Source: an optimization exercise on an open RTL-to-GDS flow (aim: small area, a short achievable clock period and few clock cycles per item). Production flows keep margins and buffers that such runs may drop. In this exercise RTL edits were held to simulation tests only and were not proved equivalent to the original. No activity file was given, so power comes from the tool's default toggle rates.

==> flow/design.v <==
module speckr_core (
    input  wire        clk,
    input  wire        rst,         
    input  wire        start,
    input  wire [2:0]  cmd,
    output wire        ready,
    output reg         done,
    input  wire [95:0] key,         
    input  wire [63:0] din,         
    input  wire [63:0] pidx,
    input  wire [63:0] psize,
    input  wire [63:0] boff,
    output reg  [63:0] dout,        
    output wire [63:0] ctr,
    output wire [4:0]  rk_offset
);
    localparam [2:0] CMD_KEY_EXPAND = 3'd1;
    localparam [2:0] CMD_ENC_CTR    = 3'd3;
    localparam [2:0] CMD_ENC_POS    = 3'd4;
    localparam [2:0] CMD_RESET_CTR  = 3'd5;
    localparam [2:0] CMD_LOAD_CTR   = 3'd6;
    localparam [4:0] CTR_LASTC = 5'd3;      
    localparam [4:0] MUL_LASTC = 5'd7;      
    localparam [4:0] POS_LASTC = 5'd20;     
    localparam [4:0] KEY_LASTC = 5'd9;      
    function [31:0] bswap32;
        input [31:0] v;
        begin
            bswap32 = {v[7:0], v[15:8], v[23:16], v[31:24]};
        end
    endfunction
    function [63:0] bswap2;
        input [63:0] v;
        begin
            bswap2 = {bswap32(v[63:32]), bswap32(v[31:0])};
        end
    endfunction
    function [95:0] kstep;
        input [95:0] s;
        input [4:0]  p;
        reg   [31:0] sum;
        begin
            sum   = {s[39:32], s[63:40]} + s[31:0];
            kstep = {sum ^ {27'd0, p}, s[95:64], sum ^ ({s[28:0], s[31:29]} ^ {27'd0, p})};
        end
    endfunction
    function [63:0] cround;
        input [63:0] s;
        input [31:0] k;
        reg   [31:0] sum;
        begin
            sum    = {s[39:32], s[63:40]} + s[31:0];
            cround = {sum ^ k, sum ^ ({s[28:0], s[31:29]} ^ k)};
        end
    endfunction
    function [127:0] csa;     
        input [63:0] a, b, c;
        begin
            csa = {((a & b) | (a & c) | (b & c)) << 1, a ^ b ^ c};
        end
    endfunction
    reg        busy;
    reg        op_ctr, op_pos, op_key;
    reg        mph;         
    reg [4:0]  cnt;
    reg        last;        
    reg        wrap;        
    reg [63:0] ctr_q;
    reg [4:0]  ofs_q;
    reg [95:0] m_q;
    reg [95:0] w_q;
    reg [4:0]  wpos;        
    reg [4:0]  wrem;        
    reg [95:0] p_q;
    reg [4:0]  ppos;
    reg [4:0]  prem;
    reg [63:0] s_q;         
    reg [63:0] mc_q;        
    reg [1:0]  mcin;        
    reg        bprev;       
    reg        mfirst;      
    reg [7:0]  mlo_s, mlo_c;    
    assign ready     = ~busy;
    assign ctr       = ctr_q;
    assign rk_offset = ofs_q;
    wire accept = start & ~busy;
    wire a_key  = accept & (cmd == CMD_KEY_EXPAND);
    wire a_ctr  = accept & (cmd == CMD_ENC_CTR);
    wire a_pos  = accept & (cmd == CMD_ENC_POS);
    wire a_rst  = accept & (cmd == CMD_RESET_CTR);
    wire a_load = accept & (cmd == CMD_LOAD_CTR);
    wire [95:0] w1 = kstep(w_q, wpos);
    wire [95:0] w2 = kstep(w1, wpos + 5'd1);
    wire [95:0] p1 = kstep(p_q, ppos);
    wire [95:0] p2 = kstep(p1, ppos + 5'd1);
    wire       wrap_now = (ofs_q >= 5'd11);
    wire [4:0] pdo  = busy ? prem : (wrap_now ? ofs_q - 5'd11 : 5'd0);
    wire [1:0] ptap = (pdo >= 5'd2) ? 2'd2 : pdo[1:0];
    wire [95:0] p_step = (ptap == 2'd2) ? p2 : (ptap == 2'd1) ? p1 : p_q;
    wire [1:0] wtap = (wrem >= 5'd2) ? 2'd2 : wrem[1:0];
    wire [31:0] k0 = op_pos ? p_q[31:0] : w_q[31:0];
    wire [31:0] k1 = op_pos ? p1[31:0]  : w1[31:0];
    wire [63:0] r1 = cround(s_q, k0);
    wire [63:0] r2 = cround(r1, k1);
    wire [63:0] r_last = op_pos ? r2 : r1;
    wire [63:0] r_out  = {din[63:32] ^ r_last[31:0], din[31:0] ^ r_last[63:32]};
    wire [63:0] xq = busy ? bswap2(s_q) : pidx;
    reg  [63:0] brow [0:3];
    reg  [3:0]  bneg;
    integer bj;
    reg  b2, b1, b0, bone, btwo;
    always @(*) begin
        for (bj = 0; bj < 4; bj = bj + 1) begin
            b2 = xq[2*bj+1];
            b1 = xq[2*bj];
            b0 = (bj == 0) ? busy & bprev : xq[2*bj-1];
            bone = b1 ^ b0;
            btwo = (b2 & ~b1 & ~b0) | (~b2 & b1 & b0);
            bneg[bj] = b2 & ~(b1 & b0);
            brow[bj] = (({64{bone}} & psize) | ({64{btwo}} & {psize[62:0], 1'b0})) ^ {64{bneg[bj]}};
            brow[bj] = brow[bj] << (2 * bj);
        end
        for (bj = 1; bj < 4; bj = bj + 1)
            brow[bj][2*bj-2] = bneg[bj-1];
    end
    wire [63:0] ms_in = ~busy ? {boff[60:0], 3'b000} : p_q[63:0];
    wire [63:0] mc_in = ~busy ? {57'd0, bneg[3], 6'd0} : mc_q;
    wire [8:0]  mret0 = mlo_s + mlo_c;
    wire [1:0]  mcin_in = mfirst ? {1'b0, mret0[8]} : mcin;
    wire [127:0] cs1 = csa(ms_in, mc_in, brow[0]);
    wire [127:0] cs2 = csa(brow[1], brow[2], brow[3]);
    wire [127:0] cs3 = csa(cs1[63:0], cs1[127:64], cs2[63:0]);
    wire [127:0] cs4 = csa(cs3[63:0], cs3[127:64], cs2[127:64]);
    wire [9:0]  mret   = cs4[7:0] + cs4[71:64] + mcin_in + {busy & bneg[3], 6'd0};
    wire [63:0] ms_nxt = {8'd0, cs4[63:8]};
    wire [63:0] mc_nxt = {8'd0, cs4[127:72]};
    wire [63:0] xs_nxt = bswap2(~busy ? {8'd0, xq[63:8]} :
                                mfirst ? {mret[7:0], mret0[7:0], xq[55:8]} : {mret[7:0], xq[63:8]});
    wire [4:0] ofs_plus = ofs_q + 5'd7;
    wire [4:0] ofs_next = (ofs_plus >= 5'd18) ? ofs_plus - 5'd18 : ofs_plus;
    wire        ctr_inc = busy & last & op_ctr;
    wire [63:0] ctr_d   = (rst | a_rst) ? 64'd0 : a_load ? din : ctr_inc ? ctr_q + 64'd1 : ctr_q;
    always @(posedge clk) begin
        ctr_q <= ctr_d;
        if (rst | a_rst)
            ofs_q <= 5'd0;
        else if (ctr_inc)
            ofs_q <= ofs_next;
    end
    always @(posedge clk) begin
        if (rst | a_rst | a_load | (busy & last & (op_ctr | op_pos)))
            s_q <= bswap2(ctr_d);
        else if (a_pos | busy & mph)
            s_q <= xs_nxt;
        else if (a_ctr | (busy & (op_ctr | op_pos)))
            s_q <= r2;
        else
            s_q <= bswap2(ctr_d);
    end
    always @(posedge clk) begin
        if (busy & last & (op_ctr | op_pos))
            dout <= r_out;
    end
    always @(posedge clk) begin
        mc_q  <= mc_nxt;
        mcin   <= mret[9:8];
        bprev  <= xq[7];
        mfirst <= ~busy;
        mlo_s  <= cs4[7:0];
        mlo_c  <= cs4[71:64];
    end
    always @(posedge clk) begin
        if (a_key)
            m_q <= key;
    end
    always @(posedge clk) begin
        if (rst) begin
            wpos <= 5'd0;
        end else if (a_key) begin
            w_q  <= key;
            wpos <= 5'd0;
            wrem <= ofs_q;
        end else if (a_rst) begin
            w_q  <= m_q;
            wpos <= 5'd0;
        end else if (a_ctr) begin
            w_q  <= w2;
            wpos <= wpos + 5'd2;
        end else if (busy & op_ctr) begin
            if (last & wrap) begin
                w_q  <= p_q;
                wpos <= ppos;
            end else if (last) begin
                w_q  <= w1;
                wpos <= wpos + 5'd1;
            end else begin
                w_q  <= w2;
                wpos <= wpos + 5'd2;
            end
        end else if (busy & op_key) begin
            w_q  <= (wtap == 2'd2) ? w2 : (wtap == 2'd1) ? w1 : w_q;
            wpos <= wpos + wtap;
            wrem <= wrem - wtap;
        end
    end
    always @(posedge clk) begin
        if (rst | ~busy & ~accept | busy & last | busy & mph & (cnt == MUL_LASTC)) begin
            p_q  <= m_q;
            ppos <= 5'd0;
            prem <= 5'd26;
        end else if (a_pos | busy & mph) begin
            p_q[63:0] <= ms_nxt;
        end else if (a_ctr | busy & (op_ctr | op_pos)) begin
            p_q  <= p_step;
            ppos <= ppos + ptap;
            prem <= pdo - ptap;
        end
    end
    always @(posedge clk) begin
        if (rst) begin
            busy <= 1'b0;
            done <= 1'b0;
            cnt  <= 5'd0;
            last <= 1'b0;
            mph  <= 1'b0;
            op_key <= 1'b0;
            op_ctr <= 1'b0;
            op_pos <= 1'b0;
        end else begin
            done <= 1'b0;
            if (!busy) begin
                cnt <= 5'd1;
                if (a_key | a_ctr | a_pos) begin
                    busy   <= 1'b1;
                    op_key <= a_key;
                    op_ctr <= a_ctr;
                    op_pos <= a_pos;
                    mph    <= a_pos;
                    wrap   <= wrap_now;
                    last   <= 1'b0;
                end else if (accept) begin
                    done <= 1'b1;
                end
            end else begin
                cnt  <= cnt + 5'd1;
                last <= op_ctr & (cnt == CTR_LASTC - 5'd1) |
                        op_pos & (cnt == POS_LASTC - 5'd1) |
                        op_key & (cnt == KEY_LASTC - 5'd1);
                if (cnt == MUL_LASTC)
                    mph <= 1'b0;
                if (last) begin
                    busy   <= 1'b0;
                    done   <= 1'b1;
                    op_key <= 1'b0;
                    op_ctr <= 1'b0;
                    op_pos <= 1'b0;
                end
            end
        end
    end
endmodule
clock: 11.0 ns
lec_check: 0
cap_margin: 20
core_margin: 2
core_utilization: 40
slew_margin: 20
tns_end_percent: 0
standard.sh (not shown) runs the stock make flow with config.mk's settings and CLKGATE_MAP_FILE= SYNTH_SCRIPT=/design/flow/synth_recipe.tcl, a recipe that flattens the netlist after the stock synthesis.
==> flow/flow/run.sh <==
#!/bin/bash
set -euo pipefail
export SETUP_SLACK_MARGIN=5.4
export BUFFER_PORTS_ARGS="-buffer_cell sky130_fd_sc_hd__buf_2"
bash standard.sh > standard.log 2>&1
Testbench counts at the start, summed over its fixed seeds: cycles 21,791, items 2,400.
Then changed:
--- a/flow/design.v
+++ b/flow/design.v
@@ -76,12 +76,10 @@
     reg [4:0]  prem;
     reg [63:0] s_q;         
     reg [63:0] mc_q;        
     reg [1:0]  mcin;        
     reg        bprev;       
-    reg        mfirst;      
-    reg [7:0]  mlo_s, mlo_c;    
     assign ready     = ~busy;
     assign ctr       = ctr_q;
     assign rk_offset = ofs_q;
     wire accept = start & ~busy;
     wire a_key  = accept & (cmd == CMD_KEY_EXPAND);
@@ -103,10 +101,11 @@
     wire [63:0] r1 = cround(s_q, k0);
     wire [63:0] r2 = cround(r1, k1);
     wire [63:0] r_last = op_pos ? r2 : r1;
     wire [63:0] r_out  = {din[63:32] ^ r_last[31:0], din[31:0] ^ r_last[63:32]};
     wire [63:0] xq = busy ? bswap2(s_q) : pidx;
+    wire [63:0] ms = busy ? p_q[63:0] : {boff[60:0], 3'b000};    
     reg  [63:0] brow [0:3];
     reg  [3:0]  bneg;
     integer bj;
     reg  b2, b1, b0, bone, btwo;
     always @(*) begin
@@ -121,23 +120,18 @@
             brow[bj] = brow[bj] << (2 * bj);
         end
         for (bj = 1; bj < 4; bj = bj + 1)
             brow[bj][2*bj-2] = bneg[bj-1];
     end
-    wire [63:0] ms_in = ~busy ? {boff[60:0], 3'b000} : p_q[63:0];
-    wire [63:0] mc_in = ~busy ? {57'd0, bneg[3], 6'd0} : mc_q;
-    wire [8:0]  mret0 = mlo_s + mlo_c;
-    wire [1:0]  mcin_in = mfirst ? {1'b0, mret0[8]} : mcin;
-    wire [127:0] cs1 = csa(ms_in, mc_in, brow[0]);
+    wire [127:0] cs1 = csa(ms, busy ? mc_q : 64'd0, brow[0]);
     wire [127:0] cs2 = csa(brow[1], brow[2], brow[3]);
     wire [127:0] cs3 = csa(cs1[63:0], cs1[127:64], cs2[63:0]);
     wire [127:0] cs4 = csa(cs3[63:0], cs3[127:64], cs2[127:64]);
-    wire [9:0]  mret   = cs4[7:0] + cs4[71:64] + mcin_in + {busy & bneg[3], 6'd0};
+    wire [9:0]  mret   = cs4[7:0] + cs4[71:64] + (busy ? mcin : 2'd0) + {bneg[3], 6'd0};
     wire [63:0] ms_nxt = {8'd0, cs4[63:8]};
     wire [63:0] mc_nxt = {8'd0, cs4[127:72]};
-    wire [63:0] xs_nxt = bswap2(~busy ? {8'd0, xq[63:8]} :
-                                mfirst ? {mret[7:0], mret0[7:0], xq[55:8]} : {mret[7:0], xq[63:8]});
+    wire [63:0] xs_nxt = bswap2({mret[7:0], xq[63:8]});
     wire [4:0] ofs_plus = ofs_q + 5'd7;
     wire [4:0] ofs_next = (ofs_plus >= 5'd18) ? ofs_plus - 5'd18 : ofs_plus;
     wire        ctr_inc = busy & last & op_ctr;
     wire [63:0] ctr_d   = (rst | a_rst) ? 64'd0 : a_load ? din : ctr_inc ? ctr_q + 64'd1 : ctr_q;
     always @(posedge clk) begin
@@ -161,15 +155,12 @@
         if (busy & last & (op_ctr | op_pos))
             dout <= r_out;
     end
     always @(posedge clk) begin
         mc_q  <= mc_nxt;
-        mcin   <= mret[9:8];
-        bprev  <= xq[7];
-        mfirst <= ~busy;
-        mlo_s  <= cs4[7:0];
-        mlo_c  <= cs4[71:64];
+        mcin  <= mret[9:8];
+        bprev <= xq[7];
     end
     always @(posedge clk) begin
         if (a_key)
             m_q <= key;
     end
The changed run finished with timing, DRC and antenna clean.
Die area is lower by a few percent.
Non-clock buffer count went down by 13.
Sequential share of layout area goes up by 0.23 points.
Via count decreases by a few percent.
Routed wire length went down slightly.
Clock power falls by roughly a tenth.
Final area went down by a few percent.
Cell count drops by a few percent.
Combinational power hardly moves.
Setup slack got worse by 0.072 ns.
Synthesized cell count came out lower by a few percent.
Testbench counts after the change, summed over its fixed seeds: cycles 21,791, items 2,400.

* * *

speckr_core with an RTL version that a note above also has.
For scale: about 580 flip-flops, about 490 I/O pins, about 53000 um2 of cells after synthesis.
==> flow/config.mk <==
export PLATFORM = sky130hd
export DESIGN_NAME = speckr_core
export DESIGN_NICKNAME = speckr_core
export VERILOG_FILES = /design/flow/design.v
export SDC_FILE = /design/flow/constraint.sdc
export NUM_CORES = 4
export LEC_CHECK = 0
export CAP_MARGIN = 20
export CORE_MARGIN = 2
export CORE_UTILIZATION = 48
export SLEW_MARGIN = 20
export TNS_END_PERCENT = 0
==> flow/constraint.sdc <==
create_clock -name core_clock -period 11.0 [get_ports {clk}]
set_input_delay 2.2000 -clock core_clock [delete_from_list [all_inputs] [get_ports {clk}]]
set_output_delay 2.2000 -clock core_clock [all_outputs]
set_load 0.01 [all_outputs]
==> flow/flow/run.sh <==
#!/bin/bash
set -euo pipefail
export SETUP_SLACK_MARGIN=5.2
export BUFFER_PORTS_ARGS="-buffer_cell sky130_fd_sc_hd__buf_2"
bash standard.sh > standard.log 2>&1
Testbench counts at the start, summed over its fixed seeds: cycles 21,791, items 2,400.
Edit:
--- a/flow/design.v
+++ b/flow/design.v
@@ -71,20 +71,22 @@
     reg [95:0] w_q;
     reg [4:0]  wpos;        
     reg [4:0]  wrem;        
     reg [95:0] p_q;
     reg [4:0]  ppos;
     reg [4:0]  prem;
     reg [63:0] s_q;         
     reg [63:0] mc_q;        
     reg [1:0]  mcin;        
     reg        bprev;       
+    reg        mfirst;      
+    reg [7:0]  mlo_s, mlo_c;    
     assign ready     = ~busy;
     assign ctr       = ctr_q;
     assign rk_offset = ofs_q;
     wire accept = start & ~busy;
     wire a_key  = accept & (cmd == CMD_KEY_EXPAND);
     wire a_ctr  = accept & (cmd == CMD_ENC_CTR);
     wire a_pos  = accept & (cmd == CMD_ENC_POS);
     wire a_rst  = accept & (cmd == CMD_RESET_CTR);
     wire a_load = accept & (cmd == CMD_LOAD_CTR);
     wire [95:0] w1 = kstep(w_q, wpos);
@@ -96,47 +98,51 @@
     wire [1:0] ptap = (pdo >= 5'd2) ? 2'd2 : pdo[1:0];
     wire [95:0] p_step = (ptap == 2'd2) ? p2 : (ptap == 2'd1) ? p1 : p_q;
     wire [1:0] wtap = (wrem >= 5'd2) ? 2'd2 : wrem[1:0];
     wire [31:0] k0 = op_pos ? p_q[31:0] : w_q[31:0];
     wire [31:0] k1 = op_pos ? p1[31:0]  : w1[31:0];
     wire [63:0] r1 = cround(s_q, k0);
     wire [63:0] r2 = cround(r1, k1);
     wire [63:0] r_last = op_pos ? r2 : r1;
     wire [63:0] r_out  = {din[63:32] ^ r_last[31:0], din[31:0] ^ r_last[63:32]};
     wire [63:0] xq = busy ? bswap2(s_q) : pidx;
-    wire [63:0] ms = busy ? p_q[63:0] : {boff[60:0], 3'b000};    
     reg  [63:0] brow [0:3];
     reg  [3:0]  bneg;
     integer bj;
     reg  b2, b1, b0, bone, btwo;
     always @(*) begin
         for (bj = 0; bj < 4; bj = bj + 1) begin
             b2 = xq[2*bj+1];
             b1 = xq[2*bj];
             b0 = (bj == 0) ? busy & bprev : xq[2*bj-1];
             bone = b1 ^ b0;
             btwo = (b2 & ~b1 & ~b0) | (~b2 & b1 & b0);
             bneg[bj] = b2 & ~(b1 & b0);
             brow[bj] = (({64{bone}} & psize) | ({64{btwo}} & {psize[62:0], 1'b0})) ^ {64{bneg[bj]}};
             brow[bj] = brow[bj] << (2 * bj);
         end
         for (bj = 1; bj < 4; bj = bj + 1)
             brow[bj][2*bj-2] = bneg[bj-1];
     end
-    wire [127:0] cs1 = csa(ms, busy ? mc_q : 64'd0, brow[0]);
+    wire [63:0] ms_in = ~busy ? {boff[60:0], 3'b000} : p_q[63:0];
+    wire [63:0] mc_in = ~busy ? {57'd0, bneg[3], 6'd0} : mc_q;
+    wire [8:0]  mret0 = mlo_s + mlo_c;
+    wire [1:0]  mcin_in = mfirst ? {1'b0, mret0[8]} : mcin;
+    wire [127:0] cs1 = csa(ms_in, mc_in, brow[0]);
     wire [127:0] cs2 = csa(brow[1], brow[2], brow[3]);
     wire [127:0] cs3 = csa(cs1[63:0], cs1[127:64], cs2[63:0]);
     wire [127:0] cs4 = csa(cs3[63:0], cs3[127:64], cs2[127:64]);
-    wire [9:0]  mret   = cs4[7:0] + cs4[71:64] + (busy ? mcin : 2'd0) + {bneg[3], 6'd0};
+    wire [9:0]  mret   = cs4[7:0] + cs4[71:64] + mcin_in + {busy & bneg[3], 6'd0};
     wire [63:0] ms_nxt = {8'd0, cs4[63:8]};
     wire [63:0] mc_nxt = {8'd0, cs4[127:72]};
-    wire [63:0] xs_nxt = bswap2({mret[7:0], xq[63:8]});
+    wire [63:0] xs_nxt = bswap2(~busy ? {8'd0, xq[63:8]} :
+                                mfirst ? {mret[7:0], mret0[7:0], xq[55:8]} : {mret[7:0], xq[63:8]});
     wire [4:0] ofs_plus = ofs_q + 5'd7;
     wire [4:0] ofs_next = (ofs_plus >= 5'd18) ? ofs_plus - 5'd18 : ofs_plus;
     wire        ctr_inc = busy & last & op_ctr;
     wire [63:0] ctr_d   = (rst | a_rst) ? 64'd0 : a_load ? din : ctr_inc ? ctr_q + 64'd1 : ctr_q;
     always @(posedge clk) begin
         ctr_q <= ctr_d;
         if (rst | a_rst)
             ofs_q <= 5'd0;
         else if (ctr_inc)
             ofs_q <= ofs_next;
@@ -144,42 +150,43 @@
     always @(posedge clk) begin
         if (rst | a_rst | a_load | (busy & last & (op_ctr | op_pos)))
             s_q <= bswap2(ctr_d);
         else if (a_pos | busy & mph)
             s_q <= xs_nxt;
         else if (a_ctr | (busy & (op_ctr | op_pos)))
             s_q <= r2;
         else
             s_q <= bswap2(ctr_d);
     end
-    always @(posedge clk) begin
-        if (busy & last & (op_ctr | op_pos))
-            dout <= r_out;
-    end
+    always @(posedge clk)
+        dout <= r_out;
     always @(posedge clk) begin
         mc_q  <= mc_nxt;
-        mcin  <= mret[9:8];
-        bprev <= xq[7];
+        mcin   <= mret[9:8];
+        bprev  <= xq[7];
+        mfirst <= ~busy;
+        mlo_s  <= cs4[7:0];
+        mlo_c  <= cs4[71:64];
     end
     always @(posedge clk) begin
         if (a_key)
             m_q <= key;
     end
     always @(posedge clk) begin
         if (rst) begin
             wpos <= 5'd0;
         end else if (a_key) begin
             w_q  <= key;
             wpos <= 5'd0;
             wrem <= ofs_q;
         end else if (a_rst) begin
-            w_q  <= m_q;
+            w_q  <= p_q;             
             wpos <= 5'd0;
         end else if (a_ctr) begin
             w_q  <= w2;
             wpos <= wpos + 5'd2;
         end else if (busy & op_ctr) begin
             if (last & wrap) begin
                 w_q  <= p_q;
                 wpos <= ppos;
             end else if (last) begin
                 w_q  <= w1;
What happened: The changed run finished with timing, DRC and antenna clean; power came out higher by 8.4%; final area came out higher by about 1.8%; maximum frequency came out higher by 3.1%; clock-buffer cell count came out higher by 4; die area came out lower by about 0.37%; final cell count came out higher by about 0.8%; synthesized area came out lower by about 0.37%.
Testbench counts after the change, summed over its fixed seeds: cycles 21,791, items 2,400.

## what the ideal ports hide
No port has a modelled driver above. Below, the same layouts with a new extraction and two added sets of constraints.
Step 1 assumes that a clkbuf_16 drives the clock port and a buf_2 every other input.
Step 2, shift: input delay + t, output delay - t, t = (earliest + latest rising clock arrival at the registers) / 2. This alone moves slack from input paths to output paths.
Three values: ideal, step 1, step 2; two values: the first two.
run	t, ns	setup WS [ns]	worst setup path after step 2
the first run of note 1	0.786	4.927 / 4.927 / 4.272	input to register
the second run of note 1	0.776	4.855 / 4.908 / 4.132	input to register
the first run of note 2	0.743	4.887 / 4.887 / 4.293	input to register
the second run of note 2	0.737	5.069 / 5.072 / 4.398	input to register
After both steps every run listed still meets setup and hold. The setup slack of the second run of note 1, which loses most, moves by +0.053 ns with the drivers and by -0.723 ns with both steps.
